From an optimization exercise on the open Yosys and OpenROAD flow, aimed at small area, a short achievable clock period and few clock cycles per item; shortcuts taken in it are not production practice.
At most, simulation tests tie the RTL to the original design; equivalence was not proved.
For runs 1 and 2, only the layout was checked, not whether the RTL still works.
Power figures rest on the tool's default switching activity, not on a simulated workload.

## flow/constraint.sdc

```tcl
create_clock -name core_clock -period 8.0 [get_ports {clk}]
set_input_delay 1.6000 -clock core_clock [delete_from_list [all_inputs] [get_ports {clk}]]
set_output_delay 1.6000 -clock core_clock [all_outputs]
set_load 0.01 [all_outputs]
```

## flow/run.sh

```bash
#!/bin/bash
# synth_recipe.tcl (not shown) runs the flow's synth.tcl, then flattens the netlist and writes it again
# the make line also repeats each setting of config.mk as NAME=value (left out here)
make -C /OpenROAD-flow-scripts/flow DESIGN_CONFIG=/design/flow/config.mk WORK_HOME=/design/flow/orfs CLKGATE_MAP_FILE= SYNTH_SCRIPT=/design/flow/synth_recipe.tcl finish
```

## flow/design.v

```verilog
module ax12_framer (
    input  wire        clk,
    input  wire        rst,
    input  wire        cmd_valid,
    output wire        cmd_ready,
    input  wire [7:0]  cmd_code,
    input  wire [7:0]  cmd_id,
    input  wire [7:0]  cmd_opc,
    input  wire [15:0] cmd_len,
    input  wire        in_valid,
    output wire        in_ready,
    input  wire [7:0]  in_data,
    output wire        out_valid,
    input  wire        out_ready,
    output wire [7:0]  out_data,
    output wire        res_valid,
    output reg  [7:0]  res_code,
    output reg  [7:0]  csum,
    output reg  [7:0]  rid,
    output reg  [7:0]  rerr,
    output reg  [7:0]  qn
);
    localparam [7:0] RC_OK = 8'h00,
                     RC_CS_SHORT = 8'h10, RC_CS_ID = 8'h11, RC_CS_LENGTH = 8'h12,
                     RC_BAD_OPCODE = 8'h30, RC_PARAM_COUNT = 8'h31,
                     RC_ID_RANGE = 8'h32, RC_PAYLOAD_LONG = 8'h33,
                     RC_FRAME_SHORT = 8'h40, RC_BAD_HEADER = 8'h41,
                     RC_BAD_LENGTH = 8'h42, RC_BAD_CHECKSUM = 8'h43,
                     RC_BAD_ID = 8'h44, RC_BAD_REPLY_ID = 8'h45,
                     RC_BAD_COMMAND = 8'h50;
    function [7:0] add8(input [7:0] a, input [7:0] b);
        reg [7:0] g, p, g1, p1, g2, p2, g3;
        integer i;
        begin
            g = a & b;
            p = a ^ b;
            for (i = 0; i < 8; i = i + 1) begin
                g1[i] = (i >= 1) ? (g[i] | (p[i] & g[i-1])) : g[i];
                p1[i] = (i >= 1) ? (p[i] & p[i-1]) : p[i];
            end
            for (i = 0; i < 8; i = i + 1) begin
                g2[i] = (i >= 2) ? (g1[i] | (p1[i] & g1[i-2])) : g1[i];
                p2[i] = (i >= 2) ? (p1[i] & p1[i-2]) : p1[i];
            end
            for (i = 0; i < 8; i = i + 1)
                g3[i] = (i >= 4) ? (g2[i] | (p2[i] & g2[i-4])) : g2[i];
            add8 = p ^ {g3[6:0], 1'b0};
        end
    endfunction
    reg        st_idle, st_hdr, st_data, st_cs, st_res;
    reg        c_chk, c_fb, c_bld, c_dec, c_pst;    
    reg [15:0] cnt;           
    reg        f_q;           
    reg [2:0]  pos;           
    reg [7:0]  acc;           
    reg [7:0]  ta;            
    reg [7:0]  tb;            
    reg        f_short;       
    reg        f_a;           
    reg        f_b;           
    reg [7:0]  obuf;
    reg        ovalid;
    reg [7:0]  sbuf;          
    reg        svalid;
    wire       hi0      = (cmd_len[15:8] == 8'd0);
    wire [7:0] lo       = cmd_len[7:0];
    wire       lo_hi0   = (lo[7:3] == 5'd0);                
    wire       len_zero = hi0 && lo_hi0 && (lo[2:0] == 3'd0);
    wire       len_two  = hi0 && lo_hi0 && (lo[2:0] == 3'd2);
    wire       lo_ge2   = !(lo_hi0 && lo[2:1] == 2'd0);
    wire       lo_ge4   = !(lo_hi0 && !lo[2]);
    wire       lo_le253 = (lo[7:1] != 7'h7F);
    wire       id_ff    = (cmd_id == 8'hFF);
    reg        opc_known, pc_ok;
    always @(*) begin
        opc_known = 1'b1;
        pc_ok = 1'b0;
        case (cmd_opc)
            8'h01, 8'h05, 8'h06: pc_ok = len_zero;
            8'h02:               pc_ok = len_two;
            8'h03, 8'h04:        pc_ok = hi0 && lo_ge2 && lo_le253;
            8'h83:               pc_ok = hi0 && lo_ge4 && lo_le253;
            default:             opc_known = 1'b0;
        endcase
    end
    wire is_chk_c = (cmd_code == 8'h01);
    wire is_enc_c = (cmd_code == 8'h02);
    wire is_dec_c = (cmd_code == 8'h03);
    wire is_bld_c = (cmd_code == 8'h04);
    wire is_pst_c = (cmd_code == 8'h05);
    reg  [7:0] acc_rc;        
    reg        acc_end;       
    always @(*) begin
        acc_rc  = RC_OK;
        acc_end = 1'b0;
        if (is_chk_c) begin
            acc_end = len_zero; acc_rc = RC_CS_SHORT;
        end else if (is_dec_c || is_pst_c) begin
            acc_end = len_zero; acc_rc = RC_FRAME_SHORT;
        end else if (is_enc_c) begin
            acc_end = 1'b1;
            if (id_ff)                         acc_rc = RC_ID_RANGE;
            else if (!hi0 || lo == 8'hFF)      acc_rc = RC_PAYLOAD_LONG;
            else if (len_zero)                 acc_rc = RC_CS_SHORT;
            else                               acc_end = 1'b0;
        end else if (is_bld_c) begin
            acc_end = 1'b1;
            if (!opc_known)                    acc_rc = RC_BAD_OPCODE;
            else if (id_ff)                    acc_rc = RC_ID_RANGE;
            else if (!pc_ok)                   acc_rc = RC_PARAM_COUNT;
            else                               acc_end = 1'b0;
        end else begin
            acc_end = 1'b1; acc_rc = RC_BAD_COMMAND;
        end
    end
    wire acc_short = hi0 && lo_hi0 && (is_chk_c ? (lo[2:0] < 3'd3) : (lo[2:0] < 3'd6));
    wire start     = st_idle && cmd_valid;
    wire start_fb  = start && !acc_end && (is_enc_c || is_bld_c);
    wire        ofree   = !ovalid || out_ready;      
    wire        take    = st_data && !svalid && in_valid;
    wire        last_in = (cnt[7:0] == 8'd1) && (f_q || cnt[15:8] == 8'd0);
    wire [15:0] cnt_m1  = cnt - 16'd1;
    wire [7:0] flen = cnt[7:0] + (c_bld ? 8'd2 : 8'd1);
    reg  [7:0] hdr_byte;
    always @(*) begin
        case (pos)
            3'd1:    hdr_byte = 8'hFF;
            3'd2:    hdr_byte = ta;
            3'd3:    hdr_byte = flen;
            default: hdr_byte = tb;
        endcase
    end
    wire hdr_last = c_bld ? (pos == 3'd4) : (pos == 3'd3);
    wire [7:0] nb      = st_data ? in_data : hdr_byte;
    wire [7:0] acc_sum = add8(acc, nb);
    wire fwd = c_fb || (((c_dec && pos >= 3'd4) || (c_pst && pos >= 3'd5)) && !last_in);
    wire len_ok = (cnt == {8'd0, sbuf});
    wire chk_ok = (in_data == ~acc);
    reg [7:0] pre_rc, good_rc;
    reg       pre_bad;
    always @(*) begin
        pre_bad = 1'b1;
        if (f_short)             pre_rc = c_chk ? RC_CS_SHORT : RC_FRAME_SHORT;
        else if (f_a)            pre_rc = c_chk ? RC_CS_ID : RC_BAD_HEADER;
        else if (f_b)            pre_rc = c_chk ? RC_CS_LENGTH : RC_BAD_LENGTH;
        else if (!c_chk && ta == 8'hFF) pre_rc = RC_BAD_ID;
        else begin
            pre_rc  = RC_OK;
            pre_bad = 1'b0;
        end
        if (c_dec)               good_rc = RC_OK;
        else if (ta == 8'hFE)    good_rc = RC_BAD_REPLY_ID;
        else if (tb[6])          good_rc = 8'h26;
        else if (tb[5])          good_rc = 8'h25;
        else if (tb[4])          good_rc = 8'h24;
        else if (tb[3])          good_rc = 8'h23;
        else if (tb[2])          good_rc = 8'h22;
        else if (tb[1])          good_rc = 8'h21;
        else if (tb[0])          good_rc = 8'h20;
        else                     good_rc = RC_OK;
    end
    wire       frame_pre = !pre_bad && !c_chk && (c_dec || ta != 8'hFE);
    wire [7:0] fin_rc    = (pre_bad || c_chk) ? pre_rc : (chk_ok ? good_rc : RC_BAD_CHECKSUM);
    wire       fin_frame = frame_pre && chk_ok;
    assign cmd_ready = st_idle;
    assign in_ready  = st_data && !svalid;
    assign out_valid = ovalid;
    assign out_data  = obuf;
    assign res_valid = st_res && !ovalid && !svalid;
    always @(posedge clk) begin
        if (rst) begin
            st_idle  <= 1'b1;
            st_hdr   <= 1'b0;
            st_data  <= 1'b0;
            st_cs    <= 1'b0;
            st_res   <= 1'b0;
            ovalid   <= 1'b0;
            svalid   <= 1'b0;
            res_code <= 8'd0;
            csum     <= 8'd0;
            rid      <= 8'd0;
            rerr     <= 8'd0;
            qn       <= 8'd0;
        end else begin
            if (ofree) begin
                if (svalid) begin
                    obuf   <= sbuf;
                    ovalid <= 1'b1;
                    svalid <= 1'b0;
                end else if (take && fwd) begin
                    obuf   <= in_data;
                    ovalid <= 1'b1;
                end else if (st_hdr) begin
                    obuf   <= hdr_byte;
                    ovalid <= 1'b1;
                end else if (st_cs) begin
                    obuf   <= ~acc;
                    ovalid <= 1'b1;
                end else if (start_fb) begin
                    obuf   <= 8'hFF;
                    ovalid <= 1'b1;
                end else begin
                    ovalid <= 1'b0;
                end
            end else if (take && fwd) begin
                sbuf   <= in_data;
                svalid <= 1'b1;
            end
            if (take && c_fb == 1'b0 && pos == 3'd3)
                sbuf <= in_data;
            if (start) begin
                c_chk   <= is_chk_c;
                c_fb    <= is_enc_c || is_bld_c;
                c_bld   <= is_bld_c;
                c_dec   <= is_dec_c;
                c_pst   <= is_pst_c;
                cnt     <= cmd_len;
                f_q     <= 1'b0;
                ta      <= cmd_id;
                tb      <= cmd_opc;
                acc     <= (is_enc_c || is_bld_c) ? 8'h01 : is_chk_c ? 8'h00 : 8'h02;
                f_short <= acc_short;
                res_code <= acc_rc;
                st_idle <= 1'b0;
                if (acc_end) begin
                    st_res <= 1'b1;
                end else if (is_enc_c || is_bld_c) begin
                    pos    <= 3'd1;
                    st_hdr <= 1'b1;
                end else begin
                    pos     <= 3'd0;
                    st_data <= 1'b1;
                end
            end
            if (st_hdr && ofree) begin
                acc <= acc_sum;
                pos <= pos + 3'd1;
                if (hdr_last) begin
                    st_hdr <= 1'b0;
                    if (cnt == 16'd0) st_cs   <= 1'b1;
                    else              st_data <= 1'b1;
                end
            end
            if (take) begin
                acc <= acc_sum;
                cnt <= cnt_m1;
                if (pos != 3'd7)
                    pos <= pos + 3'd1;
                case (pos)
                    3'd0: f_a <= c_chk ? (in_data == 8'hFF) : (in_data != 8'hFF);
                    3'd1: begin
                        if (c_chk) f_b <= (cnt != {8'd0, in_data});
                        else       f_a <= f_a || (in_data != 8'hFF);
                    end
                    3'd2: ta <= in_data;
                    3'd4: begin
                        if (c_dec || c_pst) begin
                            tb  <= in_data;
                            f_b <= !len_ok;
                            if (len_ok) begin
                                f_q       <= 1'b1;
                                cnt[15:8] <= sbuf - (c_pst ? 8'd2 : 8'd1);
                            end
                        end
                    end
                    default: ;
                endcase
                if (last_in) begin
                    st_data <= 1'b0;
                    if (c_fb) begin
                        st_cs <= 1'b1;
                    end else begin
                        st_res   <= 1'b1;
                        res_code <= fin_rc;
                        if (c_chk && !pre_bad) csum <= ~acc_sum;
                        if (fin_frame) begin
                            rid <= ta;
                            qn  <= cnt[15:8];
                        end
                        if (fin_frame && c_pst) rerr <= tb;
                    end
                end
            end
            if (st_cs && ofree && !svalid) begin
                csum   <= ~acc;
                st_cs  <= 1'b0;
                st_res <= 1'b1;
            end
            if (st_res && !ovalid && !svalid) begin
                st_res  <= 1'b0;
                st_idle <= 1'b1;
            end
        end
    end
endmodule
```

## flow/config.mk

```make
export PLATFORM = sky130hd
export DESIGN_NAME = ax12_framer
export DESIGN_NICKNAME = ax12_framer
export VERILOG_FILES = /design/flow/design.v
export SDC_FILE = /design/flow/constraint.sdc
export NUM_CORES = 4
export LEC_CHECK = 0
export CAP_MARGIN = 20
export CORE_MARGIN = 2
export CORE_UTILIZATION = 40
export SETUP_SLACK_MARGIN = 5.0
export SLEW_MARGIN = 20
```

==> impl_metrics.ini, run 1 <==
[timing]
unrepaired_setup_endpoints_after_global_routing = true
worst_slack_ns = 4.37
timing.max_slew.rel_slack_pct = 38.0
finalCritPeriodShare_pct = 45.4
fin_hold_ws_ns = 0.479
final.setup.tns_ns = 0
setup_viol = 0
hold_violations = 0
tightestPinTransition_ns = 0.906
clock_skew_ns = 0.00993
final-max-slew-violation-count = 0
fmaxAchievable_ghz = 0.275
final.min_clock_period_ns = 3.63

[layout]
fill_cells = 1516
drive_above_1_share_pct = 25.8
synthToLayoutAreaGrowth_pct = 43.9
final_design_area_no_fill_sq_um = 10500
multi_input_comb_area_sq_um = 4790
antenna_diodes = 0
design.final.nets = 1030
regArea_sq_um = 2990

[setup_path]
timing.rr.end = csum[7]$_SDFFE_PP0P_
reg2reg_depth = 15
reg2reg_from = cnt[0]$_DFFE_PP_
worstSetupEndpointType = flip-flop
reg2reg_setup_slack_ns = 4.55
crit_path_end = obuf[3]$_DFFE_PP_
criticalPathCategory = in2reg
cp_max_fo = 8
critPathRequiredTime_ns = 8.13
critPathArrivalTime_ns = 3.77
worstSetupStartpointType = input port
critPathLaunch = cmd_len[14]

[synth]
synth.area.mux_share_pct = 7.48
synth_simple_gate_area_share_pct = 20.5
synth_top_family_by_area = simple AND/OR/NAND/NOR gates
synth_enable_flop_cells = 68
synth_ff_type = sky130_fd_sc_hd__edfxtp_1
fraction_of_registers_with_async_set_or_reset_after_synthesis_pct = 0
post_synth_instance_area_sq_um = 7330
synthesis.yosys.warnings = 1
synth_compound_area_share_pct = 16.7
mean_cell_area_of_the_mapped_netlist_sq_um = 9.12
synth_top_area_share_pct = 27.9
post_synth_fa_ha_maj_area_fraction_pct = 4.06
synthDominantAreaCellType = sky130_fd_sc_hd__edfxtp_1
synthesis.instances = 803
synth_cell_types = 74
synth.yosys.seq_area_share_pct = 40.7
ys_seq_elements = 115
post_synth_xor_area_fraction_pct = 6.10
netlist_top_cells_area = sky130_fd_sc_hd__edfxtp_1 (28%), sky130_fd_sc_hd__dfxtp_1 (13%), sky130_fd_sc_hd__mux2i_1 (6.6%), sky130_fd_sc_hd__nor2_1 (4.5%), sky130_fd_sc_hd__xnor2_1 (3.6%)

[die]
rows = 49
io_pins = 105
initial_core_util_pct = 40.8
die_h_microns = 139
core-area_sq_um = 18000
die_width_microns = 139
area_enclosed_by_the_die_boundary_sq_um = 19400

[power_and_ir_drop]
leakage_uw = 0.00393
power.density_cell_area_nw_per_um2 = 162
p_total_uw = 1710
vdd_ir_drop_max_uv = 150

[clock_tree]
cts-root-buf = sky130_fd_sc_hd__clkbuf_16
number_of_buffers_created_by_cts = 17
clock_sink_count = 115
clk_transition_reported_paths_ns = 0.06
ctsHtreeMaxLevel = 4
clk_path_buf_depth = 2
cts_tree = built
clock_latency_ns = 0.42
cts_hold_buf = 0

[global_route]
grt_util_all_layers_pct = 27.3
globalRouteOverflowTotal = 0
antenna_found_initial = 0
global_route_wire_length_before_repair_mm = 41.0
grt_start_max_net_pins = 52
number_of_global_route_vias_before_repair = 7010

[place]
routabilityCongestion = 0.912
detailed_place.area_sq_um = 8630
count_of_input_and_output_buffers = 104
dp_hpwl_mm = 18.2
post_place_setup_slack_ns = 3.30

[drt]
routedWlPerCell_microns = 22.8
route.antenna.remaining_nets = 0
detailedRoute.firstIterationViolations = 790
route.vias.total = 7159
drt-vias-per-instance = 5.98
finalWirelength_mm = 27.3
drt_drc_violations_left = 0
dr.pass1.iters = 6

[hold_path]
worst_hold_path_type = reg2reg
min-delay-start = res_code[3]$_SDFF_PP0_

[flow_run]
cap_viol_max_count = 0

[run_status]
status = finished clean
layout by cell type, fill, tap and decap left out, types with 5 or more instances in the layout:
cell type,instances
sky130_fd_sc_hd__dfxtp_1,44
sky130_fd_sc_hd__xor2_1,17
sky130_fd_sc_hd__o21ai_0,19
sky130_fd_sc_hd__ha_1,10
sky130_fd_sc_hd__mux2i_1,48
sky130_fd_sc_hd__nand3_1,16
sky130_fd_sc_hd__nand2b_1,9
sky130_fd_sc_hd__edfxtp_1,68
sky130_fd_sc_hd__nand3b_1,8
sky130_fd_sc_hd__a21oi_1,40
sky130_fd_sc_hd__nor4_4,6
sky130_fd_sc_hd__nand4_1,17
sky130_fd_sc_hd__buf_4,62
sky130_fd_sc_hd__xnor2_1,28
sky130_fd_sc_hd__clkbuf_16,19
sky130_fd_sc_hd__clkdlybuf4s50_1,61
sky130_fd_sc_hd__dlygate4sd2_1,13
sky130_fd_sc_hd__nor3b_1,5
sky130_fd_sc_hd__buf_6,18
sky130_fd_sc_hd__nor2_1,82
sky130_fd_sc_hd__a21oi_2,7
sky130_fd_sc_hd__ha_4,6
sky130_fd_sc_hd__buf_2,7
sky130_fd_sc_hd__nor2b_1,5
sky130_fd_sc_hd__nand2_1,59
sky130_fd_sc_hd__o21ai_1,7
sky130_fd_sc_hd__o21a_1,5
sky130_fd_sc_hd__nor3_1,27
sky130_fd_sc_hd__and3_1,5
sky130_fd_sc_hd__a221o_1,6
sky130_fd_sc_hd__o31ai_1,6
sky130_fd_sc_hd__nor3_4,6
sky130_fd_sc_hd__buf_12,5
sky130_fd_sc_hd__o21ai_2,9
sky130_fd_sc_hd__dlymetal6s2s_1,7
sky130_fd_sc_hd__inv_1,25
layer usage:
metal / vias up / part of all wire [%] / track usage (%)
met4: 0 / 4.0 / 11.9
met3: 73 / 6.3 / 4.47
met1: 3487 / 44 / 37.8
met5: - / 0 / 0
li1: 3270 / - / -
met2: 329 / 45 / 42.2
sequential cells by signal, summed over array words and instances, names as in the netlist, 8 cells and up:
signal / flops
cnt: 16
acc: 8
csum: 8
obuf: 8
qn: 8
rerr: 8
res_code: 8
rid: 8
sbuf: 8
ta: 8
tb: 8
where the power goes:
part           switching (uW)  internal, uW
sequential               29.4           646
clock                     288           481
combinational             141           119
total                     459          1250
Yosys cell counts, types with 20 or more instances:
master,number
sky130_fd_sc_hd__xor2_1,21
sky130_fd_sc_hd__nor3_1,37
sky130_fd_sc_hd__nand2_1,63
sky130_fd_sc_hd__edfxtp_1,68
sky130_fd_sc_hd__mux2i_1,48
sky130_fd_sc_hd__inv_1,28
sky130_fd_sc_hd__nor2_1,88
sky130_fd_sc_hd__o21ai_0,32
sky130_fd_sc_hd__clkbuf_1,39
sky130_fd_sc_hd__dfxtp_1,47
sky130_fd_sc_hd__xnor2_1,30
sky130_fd_sc_hd__nand3_1,20
sky130_fd_sc_hd__a21oi_1,50
how the worst min path moves through the flow:
stage,endpoint,slack [ns],cells after the start
3_3_place_gp,st_res$_SDFF_PP0_,0.47,1
5_1_grt,res_code[7]$_SDFF_PP0_,0.51,1
3_5_place_dp,res_code[3]$_SDFF_PP0_,0.47,1
4_1_cts,res_code[3]$_SDFF_PP0_,0.48,1
2_1_floorplan,st_res$_SDFF_PP0_,0.46,1
6_report,res_code[3]$_SDFF_PP0_,0.48,1
logic make-up after synthesis:
| group | count (synthesis) |
|---|---|
| AOI/OAI and AO/OA | 179 |
| and+or+nand+nor | 302 |
| DFF | 115 |
| muxes | 54 |
| buffers and inverters | 80 |
| xor gates and xnor gates | 51 |
| adders and majority gates | 22 |
worst max-delay path, cell delays in order:
cell and delay, ns:
sky130_fd_sc_hd__buf_6 0.09, sky130_fd_sc_hd__or4_4 0.57, sky130_fd_sc_hd__or2_4 0.30, sky130_fd_sc_hd__buf_6 0.12
sky130_fd_sc_hd__a2111o_1 0.36, sky130_fd_sc_hd__a21oi_4 0.19, sky130_fd_sc_hd__nor3_4 0.07, sky130_fd_sc_hd__a311oi_4 0.28
sky130_fd_sc_hd__buf_12 0.17
metrics by stage:
stage / cells / util [%]
4_1_cts: 1165 / 55.3
3_3_place_gp: 1092 / 48.0
2_1_floorplan: 803 / -
3_5_place_dp: 1092 / 48.0
6_report: 1197 / 58.7
5_1_grt: 1197 / 58.7
repair_timing:
action | in CTS | in global routing
gates cloned | 3 | 0
pin swaps | 43 | 49
setup endpoints to repair | 112 | 91
setup buffers | 38 | 32
gates resized for setup | 194 | 97
final cells by class:
cell class | instances | share of cell area (%)
Multi-Input combinational cell | 608 | 45.4
Sequential cell | 115 | 28.4
Timing Repair Buffer | 184 | 16.9
Clock buffer | 25 | 4.91
Tap cell | 229 | 2.72
Inverter | 29 | 1.03
Clock inverter | 7 | 0.665
==> run 2: changes to the inputs <==
--- a/flow/config.mk
+++ b/flow/config.mk
@@ -9,4 +9,4 @@
 export CORE_MARGIN = 2
 export CORE_UTILIZATION = 40
-export SETUP_SLACK_MARGIN = 5.0
+export SETUP_SLACK_MARGIN = 4.0
 export SLEW_MARGIN = 20
==> run 2 against run 1 <==
Sequential power hardly changed. Hold slack better by 0.0022 ns. Setup slack worse by 0.26 ns. Utilization is 6.5 points lower. Largest cell class unchanged. Clock power is 13% higher. Largest power group unchanged. Still clean on timing, DRC and antenna.
==> impl_metrics.ini, run 2 <==
[global_route]
number_of_global_route_vias_before_repair = 6362
global_route_wire_length_before_repair_mm = 35.8
grt_util_all_layers_pct = 23.6
globalRouteOverflowTotal = 0
antenna_found_initial = 0
grt_start_max_net_pins = 52

[timing]
final.min_clock_period_ns = 3.90
finalCritPeriodShare_pct = 48.7
final-max-slew-violation-count = 0
unrepaired_setup_endpoints_after_global_routing = true
setup_viol = 0
fin_hold_ws_ns = 0.481
fmaxAchievable_ghz = 0.257
tightestPinTransition_ns = 1.02
clock_skew_ns = 0.0131
final.setup.tns_ns = 0
timing.max_slew.rel_slack_pct = 31.3
hold_violations = 0

[die]
io_pins = 105
die_h_microns = 139
area_enclosed_by_the_die_boundary_sq_um = 19400
initial_core_util_pct = 40.8
core-area_sq_um = 18000
die_width_microns = 139
rows = 49

[synth]
yosys.cell_count.top_type = sky130_fd_sc_hd__nor2_1
post_synth_instance_area_sq_um = 7330
synth_enable_flop_cells = 68
synth.yosys.seq_area_share_pct = 40.7
synthesis.instances = 803
synth_cell_types = 74
fraction_of_registers_with_async_set_or_reset_after_synthesis_pct = 0
synthesis.yosys.warnings = 1
synth_top_area_share_pct = 27.9
synthDominantAreaCellType = sky130_fd_sc_hd__edfxtp_1
ys_seq_elements = 115
ys_top_cells_by_count = sky130_fd_sc_hd__nor2_1 (88), sky130_fd_sc_hd__edfxtp_1 (68), sky130_fd_sc_hd__nand2_1 (63)
mean_cell_area_of_the_mapped_netlist_sq_um = 9.12
synth_ff_type = sky130_fd_sc_hd__edfxtp_1
netlist_top_cells_area = sky130_fd_sc_hd__edfxtp_1 (28%), sky130_fd_sc_hd__dfxtp_1 (13%), sky130_fd_sc_hd__mux2i_1 (6.6%), sky130_fd_sc_hd__nor2_1 (4.5%), sky130_fd_sc_hd__xnor2_1 (3.6%)

[layout]
drive_above_1_share_pct = 9.03
regArea_sq_um = 2980
antenna_diodes = 0
synthToLayoutAreaGrowth_pct = 28.0
multi_input_comb_area_sq_um = 4120
largest_register_ffs = 16
design.final.nets = 970
fill_cells = 1689
mostFrequentLayoutCell = sky130_fd_sc_hd__clkdlybuf4s50_1
layout_common_cells = sky130_fd_sc_hd__clkdlybuf4s50_1 (95), sky130_fd_sc_hd__nor2_1 (88), sky130_fd_sc_hd__edfxtp_1 (68), sky130_fd_sc_hd__nand2_1 (63), sky130_fd_sc_hd__a21oi_1 (49)
registers.top_by_ff_count = cnt

[drt]
detailedRoute.firstIterationViolations = 512
route.antenna.remaining_nets = 0
route.vias.total = 6601
routedWlPerCell_microns = 20.2
finalWirelength_mm = 23.0
dr.pass1.iters = 6
drt-vias-per-instance = 5.81
drt_drc_violations_left = 0

[setup_path]
worstSetupEndpointType = flip-flop
reg2reg_from = c_bld$_DFFE_PP_
critPathRequiredTime_ns = 8.14
critPathArrivalTime_ns = 4.03
reg2reg_setup_slack_ns = 4.23
cp_max_fo = 8
reg2reg_depth = 15
timing.rr.end = acc[7]$_DFFE_PP_
criticalPathCategory = in2reg
worstSetupStartpointType = input port

[clock_tree]
cts-root-buf = sky130_fd_sc_hd__clkbuf_16
ctsHtreeMaxLevel = 4
cts_tree = built
clk_transition_reported_paths_ns = 0.05
number_of_buffers_created_by_cts = 17
clock_sink_count = 115
clk_path_buf_depth = 2
clock_latency_ns = 0.43

[hold_path]
min-delay-start = res_code[7]$_SDFF_PP0_
min_path_cells = 1
worst_hold_path_type = reg2reg
hold_path_end = res_code[7]$_SDFF_PP0_

[power_and_ir_drop]
vdd_ir_drop_max_uv = 148
leakage_uw = 0.00341
p_int_uw = 1330
power.density_cell_area_nw_per_um2 = 185
clkPwrFrac_pct = 50.0
switching_power_uw = 406
netSwitchingFraction_pct = 23.4
combinational_power_share_pct = 11.0
p_seq_share_pct = 39.0

[place]
routabilityCongestion = 0.953
count_of_input_and_output_buffers = 104
dp_hpwl_mm = 17.0

[run_status]
status = finished clean

[flow_run]
cap_viol_max_count = 0
run 2: power groups by stage:
| stage | combinational (uW) | clock, uW | sequential [uW] |
|---|---|---|---|
| 2_1_floorplan | 118 | 0 | 673 |
| 3_3_place_gp | 184 | 0 | 689 |
| 3_5_place_dp | 184 | 0 | 688 |
| 4_1_cts | 187 | 875 | 676 |
| 5_1_grt | 210 | 894 | 679 |
| 6_report | 191 | 868 | 678 |
run 2: timing repair:
item	4_1_cts	5_1_grt
gates resized for setup	12	10
gates cloned	0	0
pin swaps	7	10
hold buffers	0	0
setup endpoints to repair	11	28
buffers inserted	5	8
run 2: worst max-delay path: stages:
cell                              delay [ns]
sky130_fd_sc_hd__clkdlybuf4s50_1        0.43
sky130_fd_sc_hd__or4_4                  0.62
sky130_fd_sc_hd__a2111oi_4              0.37
sky130_fd_sc_hd__nand4_1                0.22
sky130_fd_sc_hd__a21oi_2                0.21
sky130_fd_sc_hd__nor3_2                 0.10
sky130_fd_sc_hd__a311oi_4               0.29
sky130_fd_sc_hd__buf_12                 0.17
run 2: through the flow:
step,util [%],cells,area [sq um],setup slack [ns],power (uW)
after floorplan,-,803,7350,4.03,791
after global placement,47.4,1092,8520,3.22,873
after detailed placement,47.4,1092,8520,3.11,873
after CTS,51.7,1129,9280,4.00,1740
after global routing,52.2,1137,9370,3.87,1780
final,52.2,1137,9370,4.10,1740
run 2: cell type report:
class / instances / share of cell area [%]
multi-input cells: 608 / 43.9
flip-flops and latches: 115 / 31.8
repair buffers: 124 / 12.9
clock buffers: 21 / 4.91
well taps: 229 / 3.06
clock inverters: 11 / 2.19
inverters: 29 / 1.16
run 2: cells by family after synthesis:
group	count (synthesis)	share of synthesized area [%]
XOR/XNOR	51	6.10
adder cells (fa/ha/maj)	22	4.06
buffers and inverters	80	4.37
multiplexers	54	7.48
flip-flops	115	40.7
AND/OR/NAND/NOR	302	20.5
AO/OA/AOI/OAI	179	16.7
run 2: routing by layer:
layer | vias up | routed length, microns | track usage (%) | share of wire (%)
met5 | - | 0 | 0 | 0
met1 | 3173 | 10300 | 31.8 | 45
li1 | 3145 | - | - | -
met4 | 0 | 412 | 6.86 | 1.8
met2 | 253 | 10500 | 37.8 | 46
met3 | 30 | 1720 | 5.68 | 7.5
run 2: how the worst max path moves through the flow:
stage,slack [ns],end,from,depth (start not counted)
after floorplan,4.03,obuf[0]$_DFFE_PP_,cmd_len[12],7
after global placement,3.22,obuf[7]$_DFFE_PP_,cmd_opc[4],7
after detailed placement,3.11,obuf[3]$_DFFE_PP_,cmd_opc[4],7
after CTS,4.00,obuf[5]$_DFFE_PP_,cmd_opc[4],8
after global routing,3.87,acc[7]$_DFFE_PP_,c_bld$_DFFE_PP_,15
final,4.10,obuf[5]$_DFFE_PP_,cmd_opc[4],8
==> run 3: changes to the inputs <==
--- a/flow/design.v
+++ b/flow/design.v
@@ -48,5 +48,5 @@
         end
     endfunction
-    reg        st_idle, st_hdr, st_data, st_cs, st_res;
+    reg        st_idle, st_chk, st_hdr, st_data, st_cs, st_res;    
     reg        c_chk, c_fb, c_bld, c_dec, c_pst;    
     reg [15:0] cnt;           
@@ -89,32 +89,31 @@
     wire is_bld_c = (cmd_code == 8'h04);
     wire is_pst_c = (cmd_code == 8'h05);
-    reg  [7:0] acc_rc;        
-    reg        acc_end;       
-    always @(*) begin
-        acc_rc  = RC_OK;
-        acc_end = 1'b0;
-        if (is_chk_c) begin
-            acc_end = len_zero; acc_rc = RC_CS_SHORT;
-        end else if (is_dec_c || is_pst_c) begin
-            acc_end = len_zero; acc_rc = RC_FRAME_SHORT;
-        end else if (is_enc_c) begin
-            acc_end = 1'b1;
-            if (id_ff)                         acc_rc = RC_ID_RANGE;
-            else if (!hi0 || lo == 8'hFF)      acc_rc = RC_PAYLOAD_LONG;
-            else if (len_zero)                 acc_rc = RC_CS_SHORT;
-            else                               acc_end = 1'b0;
-        end else if (is_bld_c) begin
-            acc_end = 1'b1;
-            if (!opc_known)                    acc_rc = RC_BAD_OPCODE;
-            else if (id_ff)                    acc_rc = RC_ID_RANGE;
-            else if (!pc_ok)                   acc_rc = RC_PARAM_COUNT;
-            else                               acc_end = 1'b0;
-        end else begin
-            acc_end = 1'b1; acc_rc = RC_BAD_COMMAND;
-        end
-    end
+    wire fb_ok   = !id_ff && ((is_enc_c && hi0 && lo != 8'hFF && !len_zero) ||
+                              (is_bld_c && opc_known && pc_ok));
+    wire sdp_go  = (is_chk_c || is_dec_c || is_pst_c) && !len_zero;
     wire acc_short = hi0 && lo_hi0 && (is_chk_c ? (lo[2:0] < 3'd3) : (lo[2:0] < 3'd6));
     wire start     = st_idle && cmd_valid;
-    wire start_fb  = start && !acc_end && (is_enc_c || is_bld_c);
+    wire r_hi0 = (cnt[15:8] == 8'd0);
+    reg  r_opc_known;
+    always @(*) begin
+        case (tb)
+            8'h01, 8'h02, 8'h03, 8'h04, 8'h05, 8'h06, 8'h83: r_opc_known = 1'b1;
+            default: r_opc_known = 1'b0;
+        endcase
+    end
+    reg [7:0] chk_rc;
+    always @(*) begin
+        if (c_chk)                        chk_rc = RC_CS_SHORT;
+        else if (c_dec || c_pst)          chk_rc = RC_FRAME_SHORT;
+        else if (c_bld) begin
+            if (!r_opc_known)             chk_rc = RC_BAD_OPCODE;
+            else if (ta == 8'hFF)         chk_rc = RC_ID_RANGE;
+            else                          chk_rc = RC_PARAM_COUNT;
+        end else if (c_fb) begin
+            if (ta == 8'hFF)              chk_rc = RC_ID_RANGE;
+            else if (!r_hi0 || cnt[7:0] == 8'hFF) chk_rc = RC_PAYLOAD_LONG;
+            else                          chk_rc = RC_CS_SHORT;
+        end else                          chk_rc = RC_BAD_COMMAND;
+    end
     wire        ofree   = !ovalid || out_ready;      
     wire        take    = st_data && !svalid && in_valid;
@@ -127,5 +126,5 @@
             3'd1:    hdr_byte = 8'hFF;
             3'd2:    hdr_byte = ta;
-            3'd3:    hdr_byte = flen;
+            3'd3:    hdr_byte = sbuf;      
             default: hdr_byte = tb;
         endcase
@@ -171,4 +170,5 @@
         if (rst) begin
             st_idle  <= 1'b1;
+            st_chk   <= 1'b0;
             st_hdr   <= 1'b0;
             st_data  <= 1'b0;
@@ -197,7 +197,7 @@
                     obuf   <= ~acc;
                     ovalid <= 1'b1;
-                end else if (start_fb) begin
+                end else if (start) begin
                     obuf   <= 8'hFF;
-                    ovalid <= 1'b1;
+                    ovalid <= fb_ok;
                 end else begin
                     ovalid <= 1'b0;
@@ -209,4 +209,6 @@
             if (take && c_fb == 1'b0 && pos == 3'd3)
                 sbuf <= in_data;
+            if (st_hdr && pos == 3'd1)
+                sbuf <= flen;
             if (start) begin
                 c_chk   <= is_chk_c;
@@ -221,15 +223,15 @@
                 acc     <= (is_enc_c || is_bld_c) ? 8'h01 : is_chk_c ? 8'h00 : 8'h02;
                 f_short <= acc_short;
-                res_code <= acc_rc;
+                res_code <= RC_OK;
                 st_idle <= 1'b0;
-                if (acc_end) begin
-                    st_res <= 1'b1;
-                end else if (is_enc_c || is_bld_c) begin
-                    pos    <= 3'd1;
-                    st_hdr <= 1'b1;
-                end else begin
-                    pos     <= 3'd0;
-                    st_data <= 1'b1;
-                end
+                st_hdr  <= fb_ok;
+                st_data <= sdp_go;
+                st_chk  <= !fb_ok && !sdp_go;
+                pos     <= (is_enc_c || is_bld_c) ? 3'd1 : 3'd0;
+            end
+            if (st_chk) begin
+                res_code <= chk_rc;
+                st_chk   <= 1'b0;
+                st_res   <= 1'b1;
             end
             if (st_hdr && ofree) begin
==> run 3 against run 2 <==
Sequential share of layout area is 1.3 points higher. Synthesized cell count is 3.2% higher. Register-to-register slack better by 0.03 ns. Largest power group is now registers. Sequential cell count is 1 higher.
==> impl_metrics.ini, run 3 <==
[timing]
final-max-slew-violation-count = 0
fmaxAchievable_ghz = 0.260
final.setup.tns_ns = 0
final.min_clock_period_ns = 3.84
hold_violations = 0
timing.max_slew.rel_slack_pct = 30.4
finalCritPeriodShare_pct = 48.0
unrepaired_setup_endpoints_after_global_routing = false
tightestPinTransition_ns = 1.04
fin_hold_ws_ns = 0.449
clock_skew_ns = 0.0102
setup_viol = 0

[synth]
post_synth_instance_area_sq_um = 7400
synthDominantAreaCellType = sky130_fd_sc_hd__edfxtp_1
synth_cell_types = 78
synth.yosys.seq_area_share_pct = 40.6
ys_top_cells_by_count = sky130_fd_sc_hd__nand2_1 (110), sky130_fd_sc_hd__nor2_1 (72), sky130_fd_sc_hd__edfxtp_1 (68)
netlist_top_cells_area = sky130_fd_sc_hd__edfxtp_1 (28%), sky130_fd_sc_hd__dfxtp_1 (13%), sky130_fd_sc_hd__nand2_1 (5.6%), sky130_fd_sc_hd__mux2i_1 (4.5%), sky130_fd_sc_hd__a21oi_1 (4.4%)
synth_top_area_share_pct = 27.6
ys_seq_elements = 116
synthesis.instances = 829
mean_cell_area_of_the_mapped_netlist_sq_um = 8.93
fraction_of_registers_with_async_set_or_reset_after_synthesis_pct = 0
post_synth_xor_area_fraction_pct = 6.51
synth_simple_gate_area_share_pct = 22.5
post_synth_fa_ha_maj_area_fraction_pct = 4.36
synthesis.yosys.warnings = 1
synth.area.mux_share_pct = 4.92
synth_compound_area_share_pct = 16.4
synth_top_family_by_area = simple AND/OR/NAND/NOR gates
synth_ff_type = sky130_fd_sc_hd__edfxtp_1
synth_enable_flop_cells = 68
yosys.cell_count.top_type = sky130_fd_sc_hd__nand2_1

[layout]
layout_common_cells = sky130_fd_sc_hd__nand2_1 (110), sky130_fd_sc_hd__clkdlybuf4s50_1 (103), sky130_fd_sc_hd__nor2_1 (71), sky130_fd_sc_hd__edfxtp_1 (68), sky130_fd_sc_hd__a21oi_1 (65)
largest_register_ffs = 16
final_design_area_no_fill_sq_um = 9060
design.final.nets = 981
fill_cells = 1727
mostFrequentLayoutCell = sky130_fd_sc_hd__nand2_1
multi_input_comb_area_sq_um = 4080
drive_above_1_share_pct = 5.90
antenna_diodes = 0
regArea_sq_um = 3000
registers.top_by_ff_count = cnt
synthToLayoutAreaGrowth_pct = 22.4
final_core_utilization_pct = 50.1

[power_and_ir_drop]
power.density_cell_area_nw_per_um2 = 170
p_int_uw = 1140
combinational_power_share_pct = 12.2
leakage_uw = 0.00313
vdd_ir_drop_max_uv = 150
clkPwrFrac_pct = 43.4
p_total_uw = 1540
netSwitchingFraction_pct = 25.5
switching_power_uw = 392
p_seq_share_pct = 44.4

[clock_tree]
clk_path_buf_depth = 2
cts_tree = built
cts_hold_buf = 0
clk_transition_reported_paths_ns = 0.05
clock_sink_count = 116
cts-root-buf = sky130_fd_sc_hd__clkbuf_16
ctsHtreeMaxLevel = 4
number_of_buffers_created_by_cts = 17
clock_latency_ns = 0.42

[drt]
met1_routed_wirelength_after_detailed_routing_mm = 10.6
routedWlPerCell_microns = 21.1
detailedRoute.firstIterationViolations = 555
drt-vias-per-instance = 5.84
drt_drc_violations_left = 0
route.vias.total = 6685
met2_length_mm = 10.9
route.antenna.remaining_nets = 0
dr.pass1.iters = 22
wl_met3_mm = 1.74
finalWirelength_mm = 24.1
top_layer = met4

[place]
count_of_input_and_output_buffers = 104
routabilityCongestion = 0.979
dp_hpwl_mm = 18.0
detailed_place.area_sq_um = 8510

[hold_path]
worst_hold_path_type = reg2reg
min_path_cells = 2
min-delay-start = qn[7]$_SDFFE_PP0P_
hold_path_end = qn[7]$_SDFFE_PP0P_

[setup_path]
reg2reg_setup_slack_ns = 4.26
timing.rr.end = acc[7]$_DFFE_PP_
cp_max_fo = 8
worstSetupEndpointType = flip-flop
critPathRequiredTime_ns = 8.13
critPathArrivalTime_ns = 3.97
reg2reg_depth = 13
criticalPathCategory = in2reg
reg2reg_from = pos[1]$_DFFE_PN_
worstSetupStartpointType = input port

[global_route]
globalRouteOverflowTotal = 0
global_route_wire_length_before_repair_mm = 37.3
grt_start_max_net_pins = 52
grt_util_all_layers_pct = 25.0
antenna_found_initial = 0
number_of_global_route_vias_before_repair = 6314

[die]
die_width_microns = 140
initial_core_util_pct = 40.9
die_h_microns = 140
rows = 49
core-area_sq_um = 18100
io_pins = 105
area_enclosed_by_the_die_boundary_sq_um = 19600

[run_status]
status = finished clean

[flow_run]
cap_viol_max_count = 0
-- run 3: final cells by class --
class	count	area share (%)
timing repair buffer	110	12.1
inverter	24	0.995
clock inverter	6	0.332
tap	229	3.16
sequential	116	33.2
clock buffer	25	5.26
multi-input combinational	635	45.0
-- run 3: logic make-up after synthesis --
kind of cell,count (synthesis)
simple gates,329
fa+ha+maj,24
flops,116
buf+inv,78
mux,36
xor+xnor,55
compound gates,191
-- run 3: through the flow --
step,setup WS [ns],instances
CTS,4.04,1145
finish,4.16,1145
floorplan,4.30,829
global placement,3.28,1113
detailed placement,3.19,1113
global route,4.00,1145
-- run 3: routing by layer --
metal / vias up / global-route usage (%)
li1: 3178 / -
met1: 3183 / 34.1
met4: 0 / 10.2
met2: 275 / 38.7
met3: 49 / 5.57
met5: - / 0
-- run 3: timing repair --
item                       CTS  global route
gates resized for setup      3             3
setup endpoints to repair   24            33
buffers inserted             1             0
pin swaps                    1             1
-- run 3: power groups by stage --
stage	Clock (uW)	Sequential, uW	Combinational [uW]
2_1_floorplan	0	678	121
3_3_place_gp	0	694	182
3_5_place_dp	0	693	183
4_1_cts	677	681	185
5_1_grt	705	684	206
6_report	666	682	187
-- run 3: how the worst max path moves through the flow --
stage | startpoint | end | slack (ns) | cells after the start
global route | in_data[0] | acc[6]$_DFFE_PP_ | 4.00 | 11
global placement | in_valid | csum[5]$_SDFFE_PP0P_ | 3.28 | 7
CTS | in_valid | csum[1]$_SDFFE_PP0P_ | 4.04 | 8
detailed placement | in_valid | csum[5]$_SDFFE_PP0P_ | 3.19 | 7
floorplan | in_valid | obuf[0]$_DFFE_PP_ | 4.30 | 7
finish | in_data[1] | acc[7]$_DFFE_PP_ | 4.16 | 10
-- run 3: worst max-delay path, stage by stage --
cell and delay [ns]:
sky130_fd_sc_hd__clkdlybuf4s50_1 0.72, sky130_fd_sc_hd__nand2_1 0.08, sky130_fd_sc_hd__o21ai_0 0.17, sky130_fd_sc_hd__ha_1 0.31
sky130_fd_sc_hd__a211oi_1 0.23, sky130_fd_sc_hd__o21bai_1 0.12, sky130_fd_sc_hd__or3_1 0.31, sky130_fd_sc_hd__a31oi_1 0.20
sky130_fd_sc_hd__xnor2_1 0.16, sky130_fd_sc_hd__nor2_1 0.06
Testbench counts of run 3, summed over its fixed seeds: cycles 25,748, commands 2,400.
==> run 4: changes to the inputs <==
--- a/flow/config.mk
+++ b/flow/config.mk
@@ -9,4 +9,4 @@
 export CORE_MARGIN = 2
 export CORE_UTILIZATION = 40
-export SETUP_SLACK_MARGIN = 4.0
+export SETUP_SLACK_MARGIN = 5.0
 export SLEW_MARGIN = 20
==> run 4 against run 3 <==
Total power up 8.2%. Largest cell class unchanged. Count of clock-buffer cells in the layout down 3. Global-route usage up 0.44 points. Die area unchanged. First-iteration DRC count up 47%. Utilization up 4.7 points. Highest routed layer unchanged. Clock power up 14%. Still clean on timing, DRC and antenna.
==> impl_metrics.ini, run 4 <==
[synth]
synth_cell_types = 78
synth_ff_type = sky130_fd_sc_hd__edfxtp_1
synth.yosys.seq_area_share_pct = 40.6
netlist_top_cells_area = sky130_fd_sc_hd__edfxtp_1 (28%), sky130_fd_sc_hd__dfxtp_1 (13%), sky130_fd_sc_hd__nand2_1 (5.6%), sky130_fd_sc_hd__mux2i_1 (4.5%), sky130_fd_sc_hd__a21oi_1 (4.4%)
mean_cell_area_of_the_mapped_netlist_sq_um = 8.93
yosys.cell_count.top_type = sky130_fd_sc_hd__nand2_1
ys_seq_elements = 116
synthDominantAreaCellType = sky130_fd_sc_hd__edfxtp_1
fraction_of_registers_with_async_set_or_reset_after_synthesis_pct = 0
post_synth_instance_area_sq_um = 7400
synth_enable_flop_cells = 68
synthesis.yosys.warnings = 1
ys_top_cells_by_count = sky130_fd_sc_hd__nand2_1 (110), sky130_fd_sc_hd__nor2_1 (72), sky130_fd_sc_hd__edfxtp_1 (68)
synth_top_area_share_pct = 27.6
synthesis.instances = 829

[hold_path]
worst_hold_path_type = reg2reg
min-delay-start = qn[4]$_SDFFE_PP0P_
hold_path_end = qn[4]$_SDFFE_PP0P_
min_path_cells = 2

[timing]
timing.max_slew.rel_slack_pct = 25.1
fmaxAchievable_ghz = 0.320
final.min_clock_period_ns = 3.13
setup_viol = 0
final-max-slew-violation-count = 0
unrepaired_setup_endpoints_after_global_routing = true
hold_violations = 0
final.setup.tns_ns = 0
finalCritPeriodShare_pct = 39.1
tightestPinTransition_ns = 1.11
worst_slack_ns = 4.87
clock_skew_ns = 0.0134

[clock_tree]
cts-root-buf = sky130_fd_sc_hd__clkbuf_16
cts_hold_buf = 0
number_of_buffers_created_by_cts = 17
cts_tree = built
ctsHtreeMaxLevel = 4
clock_sink_count = 116
clk_transition_reported_paths_ns = 0.06
clk_path_buf_depth = 2
clock_latency_ns = 0.43

[power_and_ir_drop]
leakage_uw = 0.00354
power.density_cell_area_nw_per_um2 = 168
vdd_ir_drop_max_uv = 140

[global_route]
globalRouteOverflowTotal = 0
number_of_global_route_vias_before_repair = 6448
grt_start_max_net_pins = 52
grt_util_all_layers_pct = 25.4
antenna_found_initial = 0
global_route_wire_length_before_repair_mm = 37.8

[layout]
largest_register_ffs = 16
layout_common_cells = sky130_fd_sc_hd__nand2_1 (106), sky130_fd_sc_hd__clkdlybuf4s50_1 (78), sky130_fd_sc_hd__edfxtp_1 (68), sky130_fd_sc_hd__nor2_1 (67), sky130_fd_sc_hd__a21oi_1 (61)
layout.cells.non_filler = 1187
multi_input_comb_area_sq_um = 4470
fill_cells = 1659
regArea_sq_um = 3010
mostFrequentLayoutCell = sky130_fd_sc_hd__nand2_1
drive_above_1_share_pct = 17.5
synthToLayoutAreaGrowth_pct = 33.9
antenna_diodes = 0
design.final.nets = 1022
registers.top_by_ff_count = cnt

[setup_path]
worstSetupEndpointType = flip-flop
reg2reg_depth = 11
critPathRequiredTime_ns = 8.18
critPathArrivalTime_ns = 3.30
crit_path_cell_trace = ha_4, or3b_4, buf_4, a221o_1, o21ai_1, o21ai_0, ha_1, or3_1, a31oi_1, xnor2_1, nor2_1
cp_slowest_stage_delay_ns = 0.46
reg2reg_setup_slack_ns = 4.87
critPathSlowestCell = sky130_fd_sc_hd__edfxtp_1
critical_path.n_buffers_inverters = 1
criticalPathCategory = reg2reg
cp_max_fo = 5
worstSetupStartpointType = flip-flop
critical_path.top_delay_family = simple AND/OR/NAND/NOR gates
reg2reg_from = pos[0]$_DFFE_PN_
timing.rr.end = acc[7]$_DFFE_PP_

[place]
routabilityCongestion = 0.912
placed_cells = 1114
count_of_input_and_output_buffers = 104
dp_hpwl_mm = 17.3
post_place_setup_slack_ns = 3.25

[drt]
route.antenna.remaining_nets = 0
drt_drc_violations_left = 0
finalWirelength_mm = 25.1
route.vias.total = 6979
dr.pass1.iters = 19
drt-vias-per-instance = 5.88
routedWlPerCell_microns = 21.2
detailedRoute.firstIterationViolations = 818

[die]
io_pins = 105
initial_core_util_pct = 40.9
die_h_microns = 140
core-area_sq_um = 18100
die_width_microns = 140
rows = 49
area_enclosed_by_the_die_boundary_sq_um = 19600

[run_status]
status = finished clean

[flow_run]
cap_viol_max_count = 0
==> run 4: changes by cell type in the layout (fill, tap and decap cells not counted), moves of 5 or more <==
cell and change:
sky130_fd_sc_hd__o21ai_1 +5, sky130_fd_sc_hd__buf_6 +7, sky130_fd_sc_hd__o21ai_0 -10, sky130_fd_sc_hd__buf_4 +33, sky130_fd_sc_hd__dlygate4sd2_1 +5, sky130_fd_sc_hd__dlymetal6s2s_1 +7, sky130_fd_sc_hd__o21ai_2 +5, sky130_fd_sc_hd__clkdlybuf4s50_1 -25
sky130_fd_sc_hd__ha_1 -6
==> run 4: cell families after synthesis <==
| logic type | Yosys count | share of synthesized area, % |
|---|---|---|
| flops | 116 | 40.6 |
| compound gates | 191 | 16.4 |
| buf+inv | 78 | 4.73 |
| mux | 36 | 4.92 |
| fa+ha+maj | 24 | 4.36 |
| simple gates | 329 | 22.5 |
| xor+xnor | 55 | 6.51 |
==> run 4: per-layer routing <==
layer	routed length, microns	vias to the layer above	track usage (%)
li1	-	3254	-
met1	11100	3324	35.4
met2	11100	338	38.0
met3	1880	63	4.65
met4	1020	0	13.1
met5	0	-	0
==> run 4: how the worst max path moves through the flow <==
stage | from | endpoint | cells after the start
floorplan | in_data[1] | acc[7]$_DFFE_PP_ | 10
global placement | in_valid | csum[1]$_SDFFE_PP0P_ | 7
detailed placement | in_valid | csum[1]$_SDFFE_PP0P_ | 7
CTS | pos[0]$_DFFE_PN_ | acc[7]$_DFFE_PP_ | 12
global route | pos[0]$_DFFE_PN_ | acc[7]$_DFFE_PP_ | 12
finish | pos[0]$_DFFE_PN_ | acc[7]$_DFFE_PP_ | 11
==> run 4: what timing repair did <==
action | 4_1_cts | 5_1_grt
pin swaps | 27 | 23
endpoints found under the setup margin | 124 | 83
resized for setup | 117 | 42
gates cloned | 2 | 0
setup buffers | 23 | 16
==> run 4: layout make-up <==
cell class / instances / share of cell area [%]
Multi-Input combinational cell: 636 / 45.1
Sequential cell: 116 / 30.4
Timing Repair Buffer: 150 / 15.0
Clock buffer: 22 / 4.68
Tap cell: 229 / 2.89
Clock inverter: 10 / 1.09
Inverter: 24 / 0.909
==> run 4: worst min-delay path, delay by kind of cell, from the launching register on <==
| kind | cells | cell delay (ns) |
|---|---|---|
| flops | 1 | 0.30 |
| simple gates | 1 | 0.05 |
| compound gates | 1 | 0.05 |
==> run 4: power by group <==
part           leakage [uW]  internal, uW  switching [uW]
registers           0.00101           651            28.9
logic               0.00225           101             120
clock network      0.000281           472             288
==> run 4: stage by stage <==
stage          instance area [sq um]  hold WS [ns]  utilization, %  total power, uW
3_5_place_dp                    8630         0.444            47.7              880
6_report                        9910         0.452            54.8             1660
2_1_floorplan                   7660         0.452               -              807
5_1_grt                         9910         0.471            54.8             1710
4_1_cts                         9640         0.457            53.3             1650
3_3_place_gp                    8630         0.442            47.7              880
==> run 5: changes to the inputs <==
==> flow/flow/run.sh (new file) <==
#!/bin/bash
# Standard layout, with plain buffers (rather than delay buffers) on the ports.
set -euo pipefail
export BUFFER_PORTS_ARGS="-buffer_cell sky130_fd_sc_hd__buf_2"
bash standard.sh > standard.log 2>&1
==> flow/standard.sh (new file) <==
#!/bin/bash
# synth_recipe.tcl (not shown) runs the flow's synth.tcl, then flattens the netlist and writes it again
# the make line also repeats each setting of config.mk as NAME=value (left out here)
make -C /OpenROAD-flow-scripts/flow DESIGN_CONFIG=/design/flow/config.mk WORK_HOME=/design/flow/orfs CLKGATE_MAP_FILE= SYNTH_SCRIPT=/design/flow/synth_recipe.tcl "${@:-finish}"
removed: flow/run.sh
==> run 5 against run 4 <==
Still clean on timing, DRC and antenna. Sequential cell count did not move. Hold slack got worse by 0.0037 ns. Cell count fell by 0.51%. First-iteration DRC count shrank 5.9%. Register-to-register slack worse by 0.03 ns. Largest power group unchanged.
==> impl_metrics.ini, run 5 <==
[synth]
synth_top_area_share_pct = 27.6
synth_top_family_by_area = simple AND/OR/NAND/NOR gates
synth_compound_area_share_pct = 16.4
post_synth_instance_area_sq_um = 7400
ys_top_cells_by_count = sky130_fd_sc_hd__nand2_1 (110), sky130_fd_sc_hd__nor2_1 (72), sky130_fd_sc_hd__edfxtp_1 (68)
synth_simple_gate_area_share_pct = 22.5
synthesis.yosys.warnings = 1
fraction_of_registers_with_async_set_or_reset_after_synthesis_pct = 0
synthDominantAreaCellType = sky130_fd_sc_hd__edfxtp_1
synth_cell_types = 78
synthesis.instances = 829
ys_seq_elements = 116
yosys.cell_count.top_type = sky130_fd_sc_hd__nand2_1
synth.area.mux_share_pct = 4.92
post_synth_xor_area_fraction_pct = 6.51
mean_cell_area_of_the_mapped_netlist_sq_um = 8.93
post_synth_fa_ha_maj_area_fraction_pct = 4.36
synth_enable_flop_cells = 68
netlist_top_cells_area = sky130_fd_sc_hd__edfxtp_1 (28%), sky130_fd_sc_hd__dfxtp_1 (13%), sky130_fd_sc_hd__nand2_1 (5.6%), sky130_fd_sc_hd__mux2i_1 (4.5%), sky130_fd_sc_hd__a21oi_1 (4.4%)
synth_ff_type = sky130_fd_sc_hd__edfxtp_1
synth.yosys.seq_area_share_pct = 40.6

[timing]
fmaxAchievable_ghz = 0.317
timing.max_slew.rel_slack_pct = 19.2
finalCritPeriodShare_pct = 39.5
hold_violations = 0
setup_viol = 0
worst_slack_ns = 4.84
unrepaired_setup_endpoints_after_global_routing = true
final.setup.tns_ns = 0
tightestPinTransition_ns = 1.20
clock_skew_ns = 0.00876
fin_hold_ws_ns = 0.448
final-max-slew-violation-count = 0
final.min_clock_period_ns = 3.16

[global_route]
grt_start_max_net_pins = 51
antenna_found_initial = 0
globalRouteOverflowTotal = 0
number_of_global_route_vias_before_repair = 6455
grt_util_all_layers_pct = 25.1
global_route_wire_length_before_repair_mm = 37.3

[drt]
finalWirelength_mm = 24.8
detailedRoute.firstIterationViolations = 770
drt_drc_violations_left = 0
drt-vias-per-instance = 5.82
dr.pass1.iters = 21
route.antenna.remaining_nets = 0
route.vias.total = 6872
routedWlPerCell_microns = 21.0

[clock_tree]
number_of_buffers_created_by_cts = 17
clk_path_buf_depth = 2
cts_tree = built
ctsHtreeMaxLevel = 4
clock_sink_count = 116
clock_latency_ns = 0.43
cts-root-buf = sky130_fd_sc_hd__clkbuf_16
clk_transition_reported_paths_ns = 0.06

[setup_path]
critPathArrivalTime_ns = 3.34
cp_max_fo = 6
worstSetupStartpointType = flip-flop
worstSetupEndpointType = flip-flop
criticalPathCategory = reg2reg
critPathRequiredTime_ns = 8.18

[run_status]
status = finished clean

[power_and_ir_drop]
leakage_uw = 0.00347
power.density_cell_area_nw_per_um2 = 183
vdd_ir_drop_max_uv = 155

[layout]
final_core_utilization_pct = 51.2
mostFrequentLayoutCell = sky130_fd_sc_hd__nand2_1
largest_register_ffs = 16
multi_input_comb_area_sq_um = 4310
fill_cells = 1714
registers.top_by_ff_count = cnt
antenna_diodes = 0
drive_above_1_share_pct = 24.4
layout_common_cells = sky130_fd_sc_hd__nand2_1 (109), sky130_fd_sc_hd__buf_2 (95), sky130_fd_sc_hd__nor2_1 (70), sky130_fd_sc_hd__edfxtp_1 (68), sky130_fd_sc_hd__a21oi_1 (62)
synthToLayoutAreaGrowth_pct = 25.0
regArea_sq_um = 3010
design.final.nets = 1016

[hold_path]
worst_hold_path_type = reg2reg

[die]
initial_core_util_pct = 40.9
area_enclosed_by_the_die_boundary_sq_um = 19600
die_h_microns = 140
core-area_sq_um = 18100
die_width_microns = 140
rows = 49
io_pins = 105

[place]
routabilityCongestion = 0.949
post_place_setup_slack_ns = 3.65
count_of_input_and_output_buffers = 104
dp_hpwl_mm = 17.4

[flow_run]
cap_viol_max_count = 0
==> run 5: cell counts after synthesis <==
Identical to the previous run, type by type.
==> run 5: report_power, final <==
part | internal [uW] | switching (uW)
clock network | 527 | 289
registers | 651 | 27.8
logic | 84.9 | 116
total | 1260 | 433
==> run 5: final timing paths <==
path	start	endpoint	slack, ns	cells after the start
worst min register to register	rid[6]$_SDFFE_PP0P_	rid[6]$_SDFFE_PP0P_	0.45	2
worst max-delay path	pos[0]$_DFFE_PN_	acc[7]$_DFFE_PP_	4.84	11
worst max register to register	pos[0]$_DFFE_PN_	acc[7]$_DFFE_PP_	4.84	11
worst min-delay path	rid[6]$_SDFFE_PP0P_	rid[6]$_SDFFE_PP0P_	0.45	2
==> run 5: area by class of cell <==
type,count,area share [%]
sequential,116,32.5
tap,229,3.10
inverter,24,0.974
clock inverter,13,1.97
clock buffer,19,4.79
timing repair buffer,145,10.1
multi-input combinational,635,46.6
==> run 5: logic make-up after synthesis <==
kind of cell | count (synthesis)
AOI/OAI and AO/OA | 191
xor gates and xnor gates | 55
adders and majority gates | 24
buffers and inverters | 78
DFF | 116
muxes | 36
and+or+nand+nor | 329
==> run 5: per-layer routing <==
layer  GRT usage [%]  share of wire, %  up-vias
met2            38.4                44      324
li1                -                 -     3252
met4            12.2               4.2        0
met3            4.89               8.0       60
met1            34.1                43     3236
met5               0                 0        -
==> run 5: what timing repair did <==
action                     CTS  global route
setup endpoints to repair   79            69
hold buffers                 0             0
buffers inserted            18            17
gates cloned                 0             1
pin swaps                   14            11
gates resized for setup     31            26
==> run 5: critical path: stages, from the launching register on <==
cell                       delay, ns
sky130_fd_sc_hd__edfxtp_1       0.47
sky130_fd_sc_hd__ha_4           0.21
sky130_fd_sc_hd__or3b_4         0.40
sky130_fd_sc_hd__buf_4          0.16
sky130_fd_sc_hd__a221o_1        0.26
sky130_fd_sc_hd__o21ai_0        0.20
sky130_fd_sc_hd__o21ai_0        0.17
sky130_fd_sc_hd__ha_1           0.25
sky130_fd_sc_hd__or3_1          0.37
sky130_fd_sc_hd__a31oi_1        0.20
sky130_fd_sc_hd__xnor2_1        0.16
sky130_fd_sc_hd__nor2_1         0.06
==> run 5: per-stage QoR <==
| step | total power, uW | area, sq um | std cells |
|---|---|---|---|
| 2_1_floorplan | 807 | 7660 | 829 |
| 3_3_place_gp | 866 | 8110 | 1113 |
| 3_5_place_dp | 867 | 8110 | 1113 |
| 4_1_cts | 1690 | 9010 | 1163 |
| 5_1_grt | 1740 | 9250 | 1181 |
| 6_report | 1700 | 9250 | 1181 |
==> run 6: changes to the inputs <==
--- a/flow/design.v
+++ b/flow/design.v
@@ -48,5 +48,6 @@
         end
     endfunction
-    reg        st_idle, st_chk, st_hdr, st_data, st_cs, st_res;    
+    reg        st_idle, st_hdr, st_data, st_cs, st_res;
+    wire       st_chk = !(st_idle || st_hdr || st_data || st_cs || st_res);
     reg        c_chk, c_fb, c_bld, c_dec, c_pst;    
     reg [15:0] cnt;           
@@ -63,4 +64,5 @@
     reg [7:0]  sbuf;          
     reg        svalid;
+    reg [7:0]  rc;            
     wire       hi0      = (cmd_len[15:8] == 8'd0);
     wire [7:0] lo       = cmd_len[7:0];
@@ -162,4 +164,5 @@
     wire [7:0] fin_rc    = (pre_bad || c_chk) ? pre_rc : (chk_ok ? good_rc : RC_BAD_CHECKSUM);
     wire       fin_frame = frame_pre && chk_ok;
+    always @(*) res_code = {1'b0, rc[6:4], 1'b0, rc[2:0]};
     assign cmd_ready = st_idle;
     assign in_ready  = st_data && !svalid;
@@ -170,5 +173,4 @@
         if (rst) begin
             st_idle  <= 1'b1;
-            st_chk   <= 1'b0;
             st_hdr   <= 1'b0;
             st_data  <= 1'b0;
@@ -177,5 +179,5 @@
             ovalid   <= 1'b0;
             svalid   <= 1'b0;
-            res_code <= 8'd0;
+            rc <= 8'd0;
             csum     <= 8'd0;
             rid      <= 8'd0;
@@ -223,15 +225,13 @@
                 acc     <= (is_enc_c || is_bld_c) ? 8'h01 : is_chk_c ? 8'h00 : 8'h02;
                 f_short <= acc_short;
-                res_code <= RC_OK;
+                rc <= RC_OK;
                 st_idle <= 1'b0;
                 st_hdr  <= fb_ok;
                 st_data <= sdp_go;
-                st_chk  <= !fb_ok && !sdp_go;
                 pos     <= (is_enc_c || is_bld_c) ? 3'd1 : 3'd0;
             end
             if (st_chk) begin
-                res_code <= chk_rc;
-                st_chk   <= 1'b0;
-                st_res   <= 1'b1;
+                rc <= chk_rc;
+                    st_res   <= 1'b1;
             end
             if (st_hdr && ofree) begin
@@ -274,5 +274,5 @@
                     end else begin
                         st_res   <= 1'b1;
-                        res_code <= fin_rc;
+                        rc <= fin_rc;
                         if (c_chk && !pre_bad) csum <= ~acc_sum;
                         if (fin_frame) begin
==> run 6 against run 5 <==
Still clean. Utilization down 0.38 points. Die area down 1.3%. Synthesized area fell by 1.3%. Critical endpoint is now csum[7]$_SDFFE_PP0P_. Largest cell class unchanged. Largest power group unchanged. Highest routed layer unchanged.
==> impl_metrics.ini, run 6 <==
[setup_path]
cp_max_fo = 8
critPathSlowestCell = sky130_fd_sc_hd__edfxtp_1
critPathRequiredTime_ns = 8.33
worstSetupEndpointType = flip-flop
worstSetupStartpointType = flip-flop
crit_path_cell_trace = ha_4, or3b_4, buf_6, a221oi_4, o31ai_2, ha_2, buf_4, a21o_1, nand4_1, nand4b_1, o31ai_2, xor2_1, buf_4, a31o_2
critPathArrivalTime_ns = 3.48
cp_slowest_stage_delay_ns = 0.49
criticalPathCategory = reg2reg

[drt]
detailedRoute.firstIterationViolations = 751
drt_drc_violations_left = 0
dr.pass1.iters = 6
route.vias.total = 6731
drt-vias-per-instance = 5.80
route.antenna.remaining_nets = 0
routedWlPerCell_microns = 20.8
finalWirelength_mm = 24.1

[timing]
finalCritPeriodShare_pct = 39.5
fin_hold_ws_ns = 0.474
hold_violations = 0
fmaxAchievable_ghz = 0.317
setup_viol = 0
unrepaired_setup_endpoints_after_global_routing = true
clock_skew_ns = 0.0122
final.setup.tns_ns = 0
timing.max_slew.rel_slack_pct = 45.3
final-max-slew-violation-count = 0
tightestPinTransition_ns = 0.809
final.min_clock_period_ns = 3.16

[layout]
final_design_area_no_fill_sq_um = 9120
drive_above_1_share_pct = 25.9
registers.top_by_ff_count = cnt
layout_common_cells = sky130_fd_sc_hd__buf_2 (101), sky130_fd_sc_hd__nor2_1 (80), sky130_fd_sc_hd__nand2_1 (73), sky130_fd_sc_hd__edfxtp_1 (68), sky130_fd_sc_hd__mux2i_1 (51)
final_core_utilization_pct = 50.8
synthToLayoutAreaGrowth_pct = 24.8
layout.cells.non_filler = 1160
fill_cells = 1702
mostFrequentLayoutCell = sky130_fd_sc_hd__buf_2
largest_register_ffs = 16
multi_input_comb_area_sq_um = 4330
antenna_diodes = 0
regArea_sq_um = 2950
design.final.nets = 995

[power_and_ir_drop]
p_int_uw = 1230
switching_power_uw = 436
clkPwrFrac_pct = 46.3
vdd_ir_drop_max_uv = 165
combinational_power_share_pct = 13.5
netSwitchingFraction_pct = 26.2
leakage_uw = 0.00355
power.density_cell_area_nw_per_um2 = 183
p_seq_share_pct = 40.2

[die]
io_pins = 105
rows = 49
core-area_sq_um = 18000
die_h_microns = 139
area_enclosed_by_the_die_boundary_sq_um = 19400
die_width_microns = 139
initial_core_util_pct = 40.7

[synth]
yosys.cell_count.top_type = sky130_fd_sc_hd__nor2_1
post_synth_instance_area_sq_um = 7310
synthesis.yosys.warnings = 1
synth.yosys.seq_area_share_pct = 40.3
synthDominantAreaCellType = sky130_fd_sc_hd__edfxtp_1
synth_cell_types = 72
synth_enable_flop_cells = 68
mean_cell_area_of_the_mapped_netlist_sq_um = 9.03
ys_seq_elements = 113
synth_top_area_share_pct = 27.9
fraction_of_registers_with_async_set_or_reset_after_synthesis_pct = 0
synthesis.instances = 809
netlist_top_cells_area = sky130_fd_sc_hd__edfxtp_1 (28%), sky130_fd_sc_hd__dfxtp_1 (12%), sky130_fd_sc_hd__mux2i_1 (7.1%), sky130_fd_sc_hd__xor2_1 (5.0%), sky130_fd_sc_hd__o21ai_0 (4.2%)
synth_ff_type = sky130_fd_sc_hd__edfxtp_1
ys_top_cells_by_count = sky130_fd_sc_hd__nor2_1 (81), sky130_fd_sc_hd__nand2_1 (76), sky130_fd_sc_hd__edfxtp_1 (68)

[place]
detailed_place.area_sq_um = 7990
placed_cells = 1090
dp_hpwl_mm = 17.2
routabilityCongestion = 0.898
count_of_input_and_output_buffers = 102

[global_route]
antenna_found_initial = 0
grt_util_all_layers_pct = 24.4
grt_start_max_net_pins = 52
global_route_wire_length_before_repair_mm = 36.0
globalRouteOverflowTotal = 0
number_of_global_route_vias_before_repair = 6242

[clock_tree]
number_of_buffers_created_by_cts = 17
cts_hold_buf = 0
clock_sink_count = 113
cts-root-buf = sky130_fd_sc_hd__clkbuf_16
clk_path_buf_depth = 2
ctsHtreeMaxLevel = 4
clk_transition_reported_paths_ns = 0.06
clock_latency_ns = 0.43
cts_tree = built

[run_status]
status = finished clean

[hold_path]
worst_hold_path_type = reg2reg

[flow_run]
cap_viol_max_count = 0
## run 6: cell types whose count changed after synthesis, sizes merged, moves of 13 or more
| cell | change |
|---|---|
| o21ai | +15 |
| xnor2 | -18 |
| mux2i | +19 |
| xor2 | +19 |
| nand2 | -34 |
| nor4 | +13 |
## run 6: repair_timing
| action | in CTS | in global routing |
|---|---|---|
| gates cloned | 1 | 0 |
| setup buffers | 24 | 13 |
| pin swaps | 17 | 14 |
| endpoints found under the setup margin | 80 | 58 |
| gates resized for setup | 45 | 15 |
## run 6: cell families after synthesis
family / synth area share (%)
other: 0.0513
XOR/XNOR: 6.71
buffers and inverters: 4.64
adder cells (fa/ha/maj): 4.42
multiplexers: 7.89
flip-flops: 40.3
AO/OA/AOI/OAI: 15.3
AND/OR/NAND/NOR: 20.8
## run 6: layer usage
layer	part of all wire, %	GRT usage [%]	up-vias	wire length [microns]
li1	-	-	3172	-
met1	42	31.7	3213	10100
met2	47	39.1	289	11200
met3	7.1	4.80	57	1710
met4	4.5	11.7	0	1090
met5	0	0	-	0
## run 6: worst max-delay path: cells and delay by family (launching register included)
kind | cells | cell delay, ns
AOI/OAI and AO/OA | 5 | 0.92
xor gates and xnor gates | 1 | 0.12
adders and majority gates | 2 | 0.42
buffers and inverters | 3 | 0.43
DFF | 1 | 0.49
and+or+nand+nor | 3 | 0.68
## run 6: cell type report
cell class	count	share of cell area, %
timing repair inverter	1	0.0823
tap	229	3.14
inverter	26	1.14
clock inverter	12	1.52
timing repair buffer	141	9.41
clock buffer	20	4.90
multi-input combinational	618	47.5
sequential	113	32.3
## run 6: final timing paths
kind / start / to / slack, ns / cells after the start
setup / recovery: pos[0]$_DFFE_PN_ / csum[7]$_SDFFE_PP0P_ / 4.84 / 14
hold / removal: rc[2]$_SDFF_PP0_ / rc[2]$_SDFF_PP0_ / 0.47 / 2
setup reg to reg: pos[0]$_DFFE_PN_ / csum[7]$_SDFFE_PP0P_ / 4.84 / 14
hold reg to reg: rc[2]$_SDFF_PP0_ / rc[2]$_SDFF_PP0_ / 0.47 / 2
## run 6: power groups by stage
stage               clock network, uW  logic (uW)  registers (uW)
floorplan                           0         132             665
global placement                    0         176             681
detailed placement                  0         178             681
CTS                               775         207             669
global route                      798         244             672
finish                            771         224             670
## run 6: through the flow
stage / total power (uW) / setup WS [ns]
5_1_grt: 1710 / 4.77
3_5_place_dp: 859 / 4.05
4_1_cts: 1650 / 4.91
3_3_place_gp: 857 / 4.07
2_1_floorplan: 797 / 4.74
6_report: 1670 / 4.84
Testbench counts of run 6, summed over its fixed seeds: cycles 25,748, commands 2,400.

Setup slack of run 6, layout unchanged: 4.843 ns with ideal ports, 4.843 ns with driving cells assumed (clock clkbuf_16, inputs buf_2), 4.496 ns with port delays also shifted by the 0.468 ns mid clock arrival.
